What follows belongs to an exercise in optimizing a design on an open flow for small area, a short achievable clock period and few clock cycles; a production flow would make more cautious choices.
No functional check of the RTL was part of this run.
Power is estimated from default activity; no workload was simulated.

==> flow/design.v <==
module dmd_draw (
    input  wire        clk,
    input  wire        rst,
    input  wire        cmd_valid,
    output wire        cmd_ready,
    input  wire [31:0] cmd_data,
    output wire        busy,
    output wire        ill,
    input  wire [6:0]  rd_addr,
    output wire [7:0]  rd_data
);
    localparam [2:0] C_PIX  = 3'd0;
    localparam [2:0] C_CLR  = 3'd1;
    localparam [2:0] C_LINE = 3'd2;
    localparam [2:0] C_CIRC = 3'd3;
    localparam [2:0] C_BOX  = 3'd4;
    localparam [2:0] C_FBOX = 3'd5;
    localparam [2:0] C_TEST = 3'd6;
    localparam [2:0] E_IDLE = 3'd0;
    localparam [2:0] E_PIX  = 3'd1;
    localparam [2:0] E_FILL = 3'd2;
    localparam [2:0] E_LINE = 3'd3;
    localparam [2:0] E_BOX  = 3'd4;
    localparam [2:0] E_CIRC = 3'd5;
    localparam [1:0] K_RANGE = 2'd0;    
    localparam [1:0] K_EXCL  = 2'd1;    
    localparam [1:0] K_PTS   = 2'd2;    
    localparam [1:0] K_NONE  = 2'd3;
    reg [63:0] pix [0:15];
    wire [63:0] rrow = pix[rd_addr[6:3]];
    reg  [7:0]  rbyte;
    integer rb;
    always @(*) begin
        for (rb = 0; rb < 8; rb = rb + 1)
            rbyte[7 - rb] = rrow[{rd_addr[2:0], 3'd0} + rb];
    end
    assign rd_data = rbyte;
    reg  [1:0]  wcnt;
    reg  [1:0]  a_len;
    reg  [2:0]  a_cls;
    reg  [2:0]  a_mode;
    reg  [1:0]  a_imm;
    reg         a_leg;
    reg  [31:0] w1;
    reg         ill_q;
    reg         q_valid;
    reg  [2:0]  q_cls;
    reg  [2:0]  q_mode;
    reg  [1:0]  q_imm;
    reg  [15:0] q_x1, q_y1, q_x2, q_y2;
    assign ill = ill_q;
    wire [7:0] d_op   = cmd_data[31:24];
    wire       d_mok  = (cmd_data[18:16] <= 3'd4);
    reg  [2:0] d_cls;
    reg  [1:0] d_len;
    reg        d_leg;
    always @(*) begin
        d_cls = C_PIX; d_len = 2'd0; d_leg = 1'b0;
        case (d_op)
            8'h01: begin d_cls = C_PIX;  d_len = 2'd1; d_leg = ((cmd_data & 32'h00F8FFFE) == 32'h0) & d_mok; end
            8'h02: begin d_cls = C_CLR;  d_len = 2'd0; d_leg = ((cmd_data & 32'h00FFFFFE) == 32'h0); end
            8'h10: begin d_cls = C_LINE; d_len = 2'd2; d_leg = ((cmd_data & 32'h00F8FFFF) == 32'h0) & d_mok; end
            8'h11: begin d_cls = C_CIRC; d_len = 2'd2; d_leg = ((cmd_data & 32'h00F8FFFF) == 32'h0) & d_mok; end
            8'h12: begin d_cls = C_BOX;  d_len = 2'd2; d_leg = ((cmd_data & 32'h00F8FFFF) == 32'h0) & d_mok; end
            8'h13: begin d_cls = C_FBOX; d_len = 2'd2; d_leg = ((cmd_data & 32'h00F8FFFF) == 32'h0) & d_mok; end
            8'h14: begin d_cls = C_TEST; d_len = 2'd0; d_leg = ((cmd_data & 32'h00FFFFFC) == 32'h0); end
            default: ;
        endcase
    end
    wire        first   = (wcnt == 2'd0);
    wire [1:0]  p_len   = first ? d_len : a_len;
    wire        p_last  = (wcnt == p_len);
    wire [2:0]  p_cls   = first ? d_cls : a_cls;
    wire        p_leg   = first ? d_leg : (a_leg & ((a_cls != C_CIRC) | (cmd_data[31:16] == 16'd0)));
    wire [31:0] p_w1    = (wcnt == 2'd1) ? cmd_data : w1;
    assign cmd_ready = ~q_valid | ~p_last;
    wire        accept  = cmd_valid & cmd_ready;
    wire        take;                       
    always @(posedge clk) begin
        if (rst) begin
            wcnt    <= 2'd0;
            ill_q   <= 1'b0;
            q_valid <= 1'b0;
        end else begin
            if (take) q_valid <= 1'b0;
            if (accept) begin
                if (first) begin
                    a_len  <= d_len;
                    a_cls  <= d_cls;
                    a_mode <= cmd_data[18:16];
                    a_imm  <= cmd_data[1:0];
                    a_leg  <= d_leg;
                end
                if (wcnt == 2'd1) w1 <= cmd_data;
                if (p_last) begin
                    wcnt <= 2'd0;
                    if (p_leg) begin
                        q_valid <= 1'b1;
                        q_cls   <= p_cls;
                        q_mode  <= first ? cmd_data[18:16] : a_mode;
                        q_imm   <= first ? cmd_data[1:0]   : a_imm;
                        q_x1    <= p_w1[15:0];
                        q_y1    <= p_w1[31:16];
                        q_x2    <= cmd_data[15:0];
                        q_y2    <= cmd_data[31:16];
                    end else
                        ill_q <= 1'b1;
                end else
                    wcnt <= wcnt + 2'd1;
            end
        end
    end
    reg  [2:0]  es;
    reg  [1:0]  ph;
    reg         opA, opB;           
    reg         tog, filled;
    reg  [1:0]  pat;
    reg         fclr;               
    reg         xmaj, sa_neg, sb_neg;
    reg  signed [17:0] ra, rb_, rc, rd;
    reg  signed [21:0] rf;
    reg  [18:0] rD2, rM2;
    reg  [16:0] rrem;
    reg         w_valid;
    assign busy = q_valid | (es != E_IDLE) | w_valid;
    wire signed [17:0] sx1 = {{2{q_x1[15]}}, q_x1};
    wire signed [17:0] sy1 = {{2{q_y1[15]}}, q_y1};
    wire signed [17:0] sx2 = {{2{q_x2[15]}}, q_x2};
    wire signed [17:0] sy2 = {{2{q_y2[15]}}, q_y2};
    wire       q_v = (q_cls == C_PIX) ? q_imm[0] : 1'b1;
    reg        s_opA, s_opB;
    always @(*) begin
        case (q_mode)
            3'd0: begin s_opA = q_v;  s_opB = ~q_v; end    
            3'd1: begin s_opA = ~q_v; s_opB = q_v;  end    
            3'd2: begin s_opA = 1'b1; s_opB = 1'b1; end    
            3'd3: begin s_opA = q_v;  s_opB = 1'b0; end    
            default: begin s_opA = ~q_v; s_opB = 1'b1; end  
        endcase
    end
    wire signed [17:0] l_dxr = sx2 - sx1;
    wire signed [17:0] l_dyr = sy2 - sy1;
    wire signed [17:0] l_dxn = sx1 - sx2;
    wire signed [17:0] l_dyn = sy1 - sy2;
    wire        l_swap = l_dxr[17] | ((l_dxr == 18'sd0) & l_dyr[17]);
    wire [16:0] l_dx   = l_dxr[17] ? l_dxn[16:0] : l_dxr[16:0];
    wire [16:0] l_dy   = l_dyr[17] ? l_dyn[16:0] : l_dyr[16:0];
    wire        l_syn  = l_swap ? (~l_dyr[17] & (l_dyr != 18'sd0)) : l_dyr[17];
    wire        l_xmaj = (l_dx > l_dy);
    wire [16:0] l_maj  = l_xmaj ? l_dx : l_dy;
    wire [16:0] l_min  = l_xmaj ? l_dy : l_dx;
    wire signed [17:0] l_X1 = l_swap ? sx2 : sx1;
    wire signed [17:0] l_Y1 = l_swap ? sy2 : sy1;
    wire signed [21:0] l_min2 = {4'd0, l_min, 1'b0};
    wire signed [21:0] l_majs = {5'd0, l_maj};
    wire signed [21:0] l_f  = l_min2 - l_majs;
    wire        b_xs = (sx1 < sx2);
    wire        b_ys = (sy1 < sy2);
    wire        b_deg = (q_x1 == q_x2) | (q_y1 == q_y2);
    wire        g_last;
    assign take = q_valid & ((es == E_IDLE) | g_last);
    wire signed [21:0] lD2  = {3'd0, rD2};
    wire signed [21:0] lM2  = {3'd0, rM2};
    wire signed [21:0] lc4  = rf + (lD2 <<< 2);
    wire        l_big = lc4[21];                      
    wire signed [21:0] lg   = l_big ? lc4 : rf;
    wire signed [21:0] le1  = lg + lD2;
    wire signed [21:0] le2  = lg + (lD2 <<< 1);
    wire signed [21:0] le3  = lg + lD2 + (lD2 <<< 1);
    wire signed [21:0] le4  = lg + (lD2 <<< 2);
    wire ng = lg[21], n1 = le1[21], n2 = le2[21], n3 = le3[21];
    reg  [1:0] l_j;                  
    reg  signed [21:0] l_ej;
    always @(*) begin
        if (!ng)      begin l_j = 2'd0; l_ej = le1; end
        else if (!n1) begin l_j = 2'd1; l_ej = le2; end
        else if (!n2) begin l_j = 2'd2; l_ej = le3; end
        else          begin l_j = 2'd3; l_ej = le4; end
    end
    wire        l_step = ~(ng & n1 & n2 & n3);
    wire [3:0]  l_L    = {1'b0, l_big, l_j} + 4'd1;           
    wire        l_end  = (rrem < {13'd0, l_L});
    wire [3:0]  l_P    = l_end ? (rrem[3:0] + 4'd1) : l_L;
    wire signed [21:0] l_fn = l_step ? (l_ej - lM2) : le4;
    wire [2:0]  l_Pm1 = l_P[2:0] - 3'd1;
    wire signed [17:0] l_pm = {15'd0, l_Pm1};
    wire signed [17:0] l_aend = sa_neg ? (ra - l_pm) : (ra + l_pm);
    reg         g_we;
    reg  [1:0]  g_rk, g_ck;
    reg  signed [17:0] g_rlo, g_rhi, g_clo, g_chi;
    reg         g_rpe, g_rpv, g_cpe, g_cpv;    
    reg         g_lastr;
    assign g_last = g_lastr;
    wire signed [17:0] cu = ph[0] ? rd : rc;      
    wire signed [17:0] cv = ph[0] ? rc : rd;      
    wire        c_gt  = (rc > rd);                
    wire        c_eq  = (rc == rd);
    wire        c_lt  = ~c_gt & ~c_eq;
    wire signed [17:0] c_xn = rc + 18'sd1;
    wire signed [17:0] c_yn = rd - 18'sd1;
    wire signed [21:0] c_pa = rf + {{3{c_xn[17]}}, c_xn, 1'b0} + 22'sd1;
    wire signed [21:0] c_pb = rf + {{3{c_xn[17]}}, c_xn, 1'b0} - {{3{c_yn[17]}}, c_yn, 1'b0} + 22'sd1;
    always @(*) begin
        g_we = 1'b0; g_rk = K_NONE; g_ck = K_NONE;
        g_rlo = rb_; g_rhi = rb_; g_clo = ra; g_chi = ra;
        g_rpe = 1'b0; g_rpv = 1'b0; g_cpe = 1'b0; g_cpv = 1'b0;
        g_lastr = 1'b1;
        case (es)
            E_PIX: begin
                g_we = 1'b1; g_rk = K_PTS; g_ck = K_PTS;
            end
            E_FILL: begin
                g_we = 1'b1; g_rk = K_RANGE; g_ck = K_RANGE;
                g_rlo = 18'sd0; g_rhi = 18'sd15; g_clo = 18'sd0; g_chi = 18'sd63;
                g_lastr = fclr | (ph == 2'd2);
                if (ph == 2'd1) begin
                    g_rpe = 1'b1; g_rpv = 1'b0;
                    g_cpe = 1'b1; g_cpv = ~pat[0];
                end else if (ph == 2'd2) begin
                    g_rpe = 1'b1; g_rpv = 1'b1;
                    g_cpe = 1'b1; g_cpv = pat[1] ^ pat[0];
                end
            end
            E_LINE: begin
                g_we = 1'b1;
                g_lastr = l_end;
                g_rk = K_PTS; g_ck = K_PTS;
                if (xmaj) begin
                    g_ck = K_RANGE; g_clo = ra; g_chi = l_aend;
                end else begin
                    g_clo = rb_; g_chi = rb_;
                    g_rk = K_RANGE;
                    g_rlo = sa_neg ? l_aend : ra;
                    g_rhi = sa_neg ? ra : l_aend;
                end
            end
            E_BOX: begin
                g_we = 1'b1;
                g_clo = ra; g_chi = rc; g_rlo = rb_; g_rhi = rd;
                if (ph == 2'd0) begin
                    g_rk = filled ? K_RANGE : K_PTS;
                    g_ck = tog ? K_EXCL : K_RANGE;
                    g_lastr = ~tog & filled;
                end else if (ph == 2'd1) begin
                    g_rk = tog ? K_EXCL : K_RANGE;
                    g_ck = K_PTS;
                end else begin
                    g_rk = K_PTS; g_ck = K_PTS;
                end
            end
            E_CIRC: begin
                g_we  = ~c_gt;
                g_rk  = K_PTS; g_ck = K_PTS;
                g_clo = ra - cu; g_chi = ra + cu;
                g_rlo = rb_ - cv; g_rhi = rb_ + cv;
                g_lastr = ~c_lt;
            end
            default: g_lastr = 1'b1;
        endcase
    end
    function [15:0] r_oh; input signed [17:0] v; integer i;
        begin for (i = 0; i < 16; i = i + 1) r_oh[i] = (v[17:4] == 14'd0) && (v[3:0] == i); end
    endfunction
    function [15:0] r_ge; input signed [17:0] v; integer i;    
        begin for (i = 0; i < 16; i = i + 1) r_ge[i] = v[17] | ((v[16:4] == 13'd0) && (v[3:0] <= i)); end
    endfunction
    function [15:0] r_le; input signed [17:0] v; integer i;    
        begin for (i = 0; i < 16; i = i + 1) r_le[i] = ~v[17] & ((v[16:4] != 13'd0) || (v[3:0] >= i)); end
    endfunction
    function [63:0] c_oh; input signed [17:0] v; integer i;
        begin for (i = 0; i < 64; i = i + 1) c_oh[i] = (v[17:6] == 12'd0) && (v[5:0] == i); end
    endfunction
    function [63:0] c_ge; input signed [17:0] v; integer i;
        begin for (i = 0; i < 64; i = i + 1) c_ge[i] = v[17] | ((v[16:6] == 11'd0) && (v[5:0] <= i)); end
    endfunction
    function [63:0] c_le; input signed [17:0] v; integer i;
        begin for (i = 0; i < 64; i = i + 1) c_le[i] = ~v[17] & ((v[16:6] != 11'd0) || (v[5:0] >= i)); end
    endfunction
    wire [15:0] r_pts = r_oh(g_rlo) | r_oh(g_rhi);
    wire [63:0] c_pts = c_oh(g_clo) | c_oh(g_chi);
    wire [15:0] r_rng = r_ge(g_rlo) & r_le(g_rhi);
    wire [63:0] c_rng = c_ge(g_clo) & c_le(g_chi);
    reg [15:0] rmask;
    reg [63:0] cmask;
    integer mi;
    always @(*) begin
        case (g_rk)
            K_RANGE: rmask = r_rng;
            K_EXCL:  rmask = r_rng & ~r_pts;
            K_PTS:   rmask = r_pts;
            default: rmask = 16'd0;
        endcase
        case (g_ck)
            K_RANGE: cmask = c_rng;
            K_EXCL:  cmask = c_rng & ~c_pts;
            K_PTS:   cmask = c_pts;
            default: cmask = 64'd0;
        endcase
        for (mi = 0; mi < 16; mi = mi + 1)
            if (g_rpe && (mi[0] != g_rpv)) rmask[mi] = 1'b0;
        for (mi = 0; mi < 64; mi = mi + 1)
            if (g_cpe && (mi[0] != g_cpv)) cmask[mi] = 1'b0;
    end
    reg  [15:0] wA, wB;
    reg  [63:0] wC;
    always @(posedge clk) begin
        if (rst) begin
            w_valid <= 1'b0;
            wA <= 16'd0;
            wB <= 16'd0;
        end else begin
            w_valid <= g_we;
            wA <= rmask & {16{g_we & opA}};
            wB <= rmask & {16{g_we & opB}};
        end
        wC <= cmask;
    end
    integer py, px;
    always @(posedge clk) begin
        for (py = 0; py < 16; py = py + 1)
            for (px = 0; px < 64; px = px + 1)
                pix[py][px] <= pix[py][px] ? ~(wC[px] & wB[py]) : (wC[px] & wA[py]);
    end
    always @(posedge clk) begin
        if (rst) begin
            es <= E_IDLE;
        end else begin
            case (es)
                E_FILL: begin
                    ph  <= ph + 2'd1;
                    opA <= 1'b1;
                    opB <= 1'b0;
                end
                E_LINE: begin
                    rrem <= rrem - {13'd0, l_P};
                    ra   <= sa_neg ? (l_aend - 18'sd1) : (l_aend + 18'sd1);
                    if (l_step) rb_ <= sb_neg ? (rb_ - 18'sd1) : (rb_ + 18'sd1);
                    rf   <= l_fn;
                end
                E_BOX: ph <= ph + 2'd1;
                E_CIRC: begin
                    if (ph[0] | ~c_lt) begin
                        ph <= 2'd0;
                        rc <= c_xn;
                        if (rf[21]) rf <= c_pa;
                        else begin rd <= c_yn; rf <= c_pb; end
                    end else
                        ph <= 2'd1;
                end
                default: ;
            endcase
            if (es != E_IDLE && g_last) es <= E_IDLE;
            if (take) begin
                opA  <= s_opA;
                opB  <= s_opB;
                ph   <= 2'd0;
                tog  <= (q_mode == 3'd2);
                filled <= (q_cls == C_FBOX);
                pat  <= q_imm;
                fclr <= (q_cls == C_CLR);
                case (q_cls)
                    C_PIX: begin
                        es <= E_PIX; ra <= sx1; rb_ <= sy1;
                    end
                    C_CLR: begin
                        es <= E_FILL;
                        opA <= ~q_imm[0]; opB <= q_imm[0];
                    end
                    C_TEST: begin
                        es <= E_FILL;
                        opA <= 1'b0; opB <= 1'b1;
                    end
                    C_LINE: begin
                        es     <= E_LINE;
                        xmaj   <= l_xmaj;
                        sa_neg <= ~l_xmaj & l_syn;
                        sb_neg <= l_xmaj & l_syn;
                        ra     <= l_xmaj ? l_X1 : l_Y1;
                        rb_    <= l_xmaj ? l_Y1 : l_X1;
                        rD2    <= {1'b0, l_min, 1'b0};
                        rM2    <= {1'b0, l_maj, 1'b0};
                        rf     <= l_f;
                        rrem   <= l_maj;
                    end
                    C_CIRC: begin
                        ra <= sx1; rb_ <= sy1;
                        rc <= 18'sd0;
                        rd <= {2'b00, q_x2};
                        rf <= 22'sd1 - {6'd0, q_x2};
                        es <= q_x2[15] ? E_IDLE : E_CIRC;
                    end
                    default: begin
                        es  <= E_BOX;
                        ra  <= b_xs ? sx1 : sx2;
                        rc  <= b_xs ? sx2 : sx1;
                        rb_ <= b_ys ? sy1 : sy2;
                        rd  <= b_ys ? sy2 : sy1;
                        if (q_mode == 3'd2 && b_deg) begin
                            ph <= 2'd2;
                            if (q_x1 == q_x2 && q_y1 == q_y2) es <= E_IDLE;
                        end
                    end
                endcase
            end
        end
    end
endmodule
==> flow/run.sh <==
#!/bin/bash
# synth_recipe.tcl (not shown) runs the flow's synth.tcl, then flattens the netlist and writes it again
# the make line also repeats each setting of config.mk as NAME=value (left out here)
make -C /OpenROAD-flow-scripts/flow DESIGN_CONFIG=/design/flow/config.mk WORK_HOME=/design/flow/orfs CLKGATE_MAP_FILE= SYNTH_SCRIPT=/design/flow/synth_recipe.tcl finish
==> flow/config.mk <==
export PLATFORM = sky130hd
export DESIGN_NAME = dmd_draw
export DESIGN_NICKNAME = dmd_draw
export VERILOG_FILES = /design/flow/design.v
export SDC_FILE = /design/flow/constraint.sdc
export NUM_CORES = 4
export LEC_CHECK = 0
export CAP_MARGIN = 20
export CORE_MARGIN = 2
export CORE_UTILIZATION = 40
export SETUP_SLACK_MARGIN = 5
export SLEW_MARGIN = 20
==> flow/constraint.sdc <==
create_clock -name core_clock -period 12.0 [get_ports {clk}]
set_input_delay 2.4000 -clock core_clock [delete_from_list [all_inputs] [get_ports {clk}]]
set_output_delay 2.4000 -clock core_clock [all_outputs]
set_load 0.01 [all_outputs]
==> flow_summary.yaml <==
run_status:
  status: "timing/DRC/antenna clean"
timing:
  slew_headroom_pct: 13.6
  setup_viol: 0
  final.period_utilization_pct: 95.8
  fmax_mhz: 87.0
  fin_crit_ns: 11.49
  layout_setup_ws_ns: 0.506
  tightest_slew_ns: 1.29
  skew_ns: 0.0814
  drv_slew: 0
  fin_tns_setup_ns: 0
  rsz0062_at_grt: "yes"
  finalHoldViolCount: 0
clocking:
  clock_path_buffers: 3
  clock_sinks: 1400
  cts_buffers: 157
  cts_tree: "done"
  clock_latency_ns: 0.89
  h-tree-depth: 4
  ctsHoldBuffers: 0
  root_buffer: "clkbuf_16"
  path_clk_slew_ns: 0.06
run:
  maxCapViolCount: 0
synth:
  synthTopCellsByCount: "a21oi_1 (1597), dfxtp_1 (1128), a31oi_1 (1082), clkbuf_1 (723), nor2_1 (595)"
  synth_top_cell_area_share_pct: 27.3
  synth_cells: 9936
  async_flop_share_pct: 0
  yosysWarnings: 2
  yosys_register_bits: 1400
  synth_ff_type: "dfxtp_1"
  syn_avg_cell_area_um2: 8.34
  synth_edf_count: 272
  synth_fp_nets: 10420
  ys_seq_area_share_pct: 37.1
  syn_area_um2: 82900
  synth_area_leaders: "dfxtp_1 (27%), edfxtp_1 (9.9%), a21oi_1 (9.6%), a31oi_1 (8.2%), ha_1 (6.4%)"
  synth_most_common_cell: "a21oi_1"
  ys_types: 109
  yosysTopAreaCell: "dfxtp_1"
worst_setup_path:
  cpMaxStageDelayCell: "o41ai_4"
  cpMostUsedCell: "buf_6"
  crit_fanout: 6
  crit_arrival_ns: 12.19
  cpPeakStageDelay_ns: 0.45
  end_kind: "flop"
  required_ns: 12.70
  setup.worst_path.start_class: "flop"
  crit_type: "flop to flop"
power_and_ir_drop:
  power.leakage_nw: 35.7
  peakVddDrop_uv: 154
  power_density_nw_per_um2: 126
global_routing:
  antenna_found_initial: 9
  globalRoute.totalOverflow: 0
  grt_pass1_wl_mm: 536
  grt.total_usage_pct: 33.9
  grt_pass1_vias: 77839
  grt_max_degree: 74
finish:
  layout-drive-gt1-share_pct: 12.6
  utilization_pct: 46.3
  syn_to_final_growth_pct: 15.3
  fillCellCount: 19918
  nets: 10361
  stdcell_count: 12709
routing:
  drtIter0Drc: 11869
  vias: 84671
  drt-pass1-iter-count: 9
  wl_mm: 375
  wl_per_cell_um: 29.5
  ant_nets: 0
  post_drt_via_cell_ratio: 6.66
  drc: 0
placed_design:
  dp.cells: 12327
  dp_hpwl_mm: 245
  place_congestion: 1.05
  placement.io_buffers: 52
  dp_worst_setup_slack_ns: -0.172
floorplanning:
  die_area_um2: 211000
  pin_count: 53
  start_util_pct: 40.1
  core-area_um2: 206000
  rows: 167
  die_x_um: 459
  die_h_um: 459
worst_hold_path:
  holdCritPathClass: "flop to flop"
## cell families after synthesis
family	count (synthesis)	share of synthesized area (%)
AOI/OAI and AO/OA	4412	33.0
xor gates and xnor gates	387	4.12
adders and majority gates	442	6.87
buffers and inverters	1143	5.23
DFF	1400	37.1
muxes	192	2.54
and+or+nand+nor	1960	11.1
## final cells by class
| type | instances | area (um2) | share of cell area, % |
|---|---|---|---|
| clock inverter | 55 | 823 | 0.862 |
| inverter | 342 | 1290 | 1.35 |
| multi-input combinational | 7395 | 49700 | 52.0 |
| timing repair buffer | 581 | 4920 | 5.15 |
| clock buffer | 227 | 4520 | 4.73 |
| antenna | 5 | 12.5 | 0.0131 |
| sequential | 1400 | 30900 | 32.4 |
| tap | 2704 | 3380 | 3.54 |
## path summary, 6_finish.rpt
check | startpoint | end | slack [ns] | cells past startpoint
worst max register to register | lD2[1] | wC[18] | 0.51 | 62
worst max-delay path | lD2[1] | wC[18] | 0.51 | 62
worst min register to register | pix[1][15] | pix[1][15] | 0.46 | 1
worst min-delay path | pix[1][15] | pix[1][15] | 0.46 | 1
## registers in the layout, summed over array words and instances, names as in the netlist, 16 cells and up
register	cells
q_y2	16
wB	16
wC	64
lD2	17
rf	22
q_x1	16
ra	18
rd	18
q_y1	16
pix	1024
w1	32
rrem	17
lM2	17
rc	18
wA	16
rb_	18
q_x2	16
## what timing repair did
action | CTS | global route
pin swaps | 92 | 129
setup buffers | 60 | 32
endpoints found under the setup margin | 301 | 305
hold endpoints to repair | 0 | 0
gates resized for setup | 158 | 153
cloned | 1 | 1
## where the power goes
group	internal, mW	switching [mW]	total (mW)	leakage (nW)
clock network	2.83	2.19	5.02	2.58
logic	0.875	1.26	2.14	21.4
registers	4.82	0.0571	4.87	11.7
## per-layer routing
layer	vias to the layer above	routed length [um]	part of all wire [%]	global-route usage, %
met3	1071	38100	10	6.45
met4	10	21100	5.6	16.7
met1	40844	149000	40	44.2
met2	5118	167000	44	53.7
met5	-	84	0.022	0
li1	37628	-	-	-
## layout by cell type, fill, tap and decap left out, drive strengths merged, types with 43 or more instances in the layout
master,n
nand2,520
nor2b,44
dfxtp,1128
edfxtp,272
a22o,71
nor3,173
xor2,145
nor2,596
inv,349
nand3,212
a21oi,1599
nand2b,63
mux2,66
clkdlybuf4s50,51
o21a,47
o221ai,62
buf,530
mux2i,118
a221oi,80
clkbuf,227
and3,48
a22oi,379
o21bai,43
o21ai,396
xnor2,241
a21o,127
nor4,43
a31oi,1086
o211ai,66
ha,421
nand4,100
o22ai,123
## worst max-delay path, delay by kind of cell (launching register included)
kind | cells | cell delay (ns)
AND/OR/NAND/NOR | 13 | 1.53
adder cells (fa/ha/maj) | 8 | 2.14
flip-flops | 1 | 0.39
XOR/XNOR | 2 | 0.35
buffers and inverters | 15 | 1.93
AO/OA/AOI/OAI | 22 | 4.24
multiplexers | 2 | 0.74
## metrics by stage
stage	cell area, um2	hold WS (ns)	power (mW)
after floorplan	83300	0.400	6.27
after global placement	87900	0.447	6.89
after global routing	95500	0.476	12.4
after detailed placement	87900	0.456	6.92
final	95600	0.462	12.0
after CTS	94500	0.464	11.9

==> port drivers added, routing unchanged <==
In the flow no input, the clock included, has a driving cell. The finished layout below was timed again as built, in two steps. Step 1 sets driving cells, clkbuf_16 on the clock port and buf_2 on the other inputs (assumed; they add their load-dependent delay and slew). Step 2, shift: input delay + t, output delay - t, t = (earliest + latest rising clock arrival at the registers) / 2. This alone moves slack from input paths to output paths. Slacks: ideal ports / drivers / drivers and shift; pairs: ideal ports / drivers.
t (ns): 0.948
setup slack, ns: 0.506 / 0.506 / 0.506
worst setup path at the end: register to register
latest minus earliest clock arrival (ns): 0.084 / 0.084
worst slew at a driven data input, ns: 0.04
After both steps this run still meets setup and hold. For this run, drivers alone change the setup slack by 0.000 ns; drivers and shift together by 0.000 ns.
